Source: an optimization exercise on an open RTL-to-GDS flow (aim: small area, a short achievable clock period and few clock cycles). Production flows keep margins and buffers that such runs may drop. In this exercise RTL edits were held to simulation tests only and were not proved equivalent to the original. Power and IR drop assume default switching activity.

== quartz ==
Design fcb_bin, start of the top module:
module fcb_bin (
    input  wire        clk,
    input  wire        rst,
    input  wire [31:0] cfg_pre,
    input  wire [1:0]  cfg_pre_len,
    input  wire [1:0]  cfg_hdr_n,
    input  wire        cfg_hdr_be,
    input  wire [1:0]  cfg_len_idx,
    input  wire        cfg_ck_crc,
    input  wire [2:0]  cfg_ck_size,
    input  wire        cfg_ck_be,
    input  wire [15:0] cfg_qmax,
    input  wire        in_valid,
    input  wire [7:0]  in_data,
    output wire        in_ready,
    output reg         ev_valid,
    output reg  [1:0]  ev_type,
    output wire [31:0] ev_val,
    output wire [15:0] ev_calc,
    output wire [16:0] ev_len
);
Settings: LEC_CHECK=0, CAP_MARGIN=20, CORE_MARGIN=2, CORE_UTILIZATION=60, CTS_BUF_LIST=sky130_fd_sc_hd__clkbuf_8, CTS_CLUSTER_DIAMETER=60, CTS_CLUSTER_SIZE=16, SLEW_MARGIN=20; clock period 8.0 ns.
standard.sh (not shown) runs the stock make flow with config.mk's settings and CLKGATE_MAP_FILE= SYNTH_SCRIPT=/design/flow/synth_recipe.tcl, a recipe that flattens the netlist after the stock synthesis.
==> flow/flow/run.sh <==
#!/bin/bash
export BUFFER_PORTS_ARGS="-buffer_cell sky130_fd_sc_hd__buf_1"
export CTS_ARGS="-sink_clustering_enable -repair_clock_nets -sink_clustering_size 16 -sink_clustering_max_diameter 60 -buf_list sky130_fd_sc_hd__clkbuf_8 -dont_use_dummy_load"
export SETUP_SLACK_MARGIN=5.15
bash standard.sh > standard.log 2>&1
Per the final summary, quartz finished and its layout is clean on timing, DRC and antenna.
Testbench counts of quartz, summed over its fixed seeds: cycles 20,746.
#### Input delta (raven over quartz)
Settings: an added SETUP_SLACK_MARGIN of 5.
==> flow/flow/run.sh <==
#!/bin/bash
export BUFFER_PORTS_ARGS="-buffer_cell sky130_fd_sc_hd__buf_1"
bash standard.sh > standard.log 2>&1
Findings:
- Taking quartz as the reference point, the design area of raven falls by 170 µm².
- The switching portion of total power of raven exceeds that of quartz by 2.6 points.
- Worst-case hold slack for raven: 0.019 ns up relative to quartz
--- input diff raven..harbor ---
-- flow/flow/run.sh --
<<< raven, line 3
>>> harbor, line 3
export CTS_ARGS="-sink_clustering_enable -repair_clock_nets -sink_clustering_size 16 -sink_clustering_max_diameter 60 -buf_list sky130_fd_sc_hd__clkbuf_8 -dont_use_dummy_load"
==> run summary <==
Of harbor and raven, the higher clock transition at the registers of the reported paths belongs to raven. Across both runs, growth of design area from synthesis to finish was lower for harbor than for raven. Relative to raven, total routing resource utilization after global routing has decreased by 0.54 points in harbor. On relative contribution of the clock network to total power: between harbor and raven, it ends up lower for harbor. Summary — design area, harbor relative to raven: lower, by about 2.2%.
Input changes introduced in ember (baseline for comparison: harbor):
Settings: CTS_CLUSTER_SIZE now 32, was 16; CTS_BUF_LIST now sky130_fd_sc_hd__clkbuf_16, was sky130_fd_sc_hd__clkbuf_8; CTS_CLUSTER_DIAMETER now 80, was 60.
==> flow/flow/run.sh <==
#!/bin/bash
export BUFFER_PORTS_ARGS="-buffer_cell sky130_fd_sc_hd__buf_1"
bash standard.sh > standard.log 2>&1
Results
Diff ember..harbor | multiplexer share of the synthesized area | unchanged. ember vs harbor, actual slew at the worst max-slew pin went down by 0.038 ns. Compared to harbor, ember has share of total power in combinational logic 2.0 points lower. Looking at setup slack across both flows, ember is the weaker of the two, with harbor ahead. For ember and harbor, there was not a single run that failed to finish clean. On final cell area excluding filler cells, ember does worse than harbor. Placement row count: harbor vs ember — no meaningful difference. Global-route wire length before repair: ember worse than harbor. Relative to harbor, portion of the layout cell area used by clock cells has increased by 3.1 points in ember. On routing usage on met3: between ember and harbor, it ends up higher for ember. Summary of ember over harbor: count of plain and timing-repair buffers in the layout up about 2%; maximum fanout encountered on the critical timing path fell by 9.

port drivers added, routing unchanged:
How much do the figures lean on ideal ports? The routed layouts below were timed once more, with nothing changed but the port constraints.
Step 1: set_driving_cell puts a clkbuf_16 on clk and a buf_2 on each other input, an assumption about the parent block.
Step 2 moves the port delays by t, midway between the first and last clock arrival at a register: inputs arrive t later, outputs are due t later. That takes back most of the time a late clock gives input paths.
Three values: ideal, step 1, step 2; two values: the first two.
run | t (ns) | setup WS [ns] | worst setup path after step 2 | pins driven straight from the clock port
quartz | 0.491 | 5.049 / 5.065 / 4.574 | input to register | 1
raven | 0.491 | 5.031 / 5.044 / 4.553 | input to register | 1
harbor | 0.474 | 4.993 / 5.014 / 4.540 | input to register | 1
ember | 0.475 | 4.951 / 4.975 / 4.500 | input to register | 1
After both steps setup and hold are still met in every run listed. For raven, which loses most, drivers alone change the setup slack by +0.013 ns; drivers and shift together by -0.478 ns.
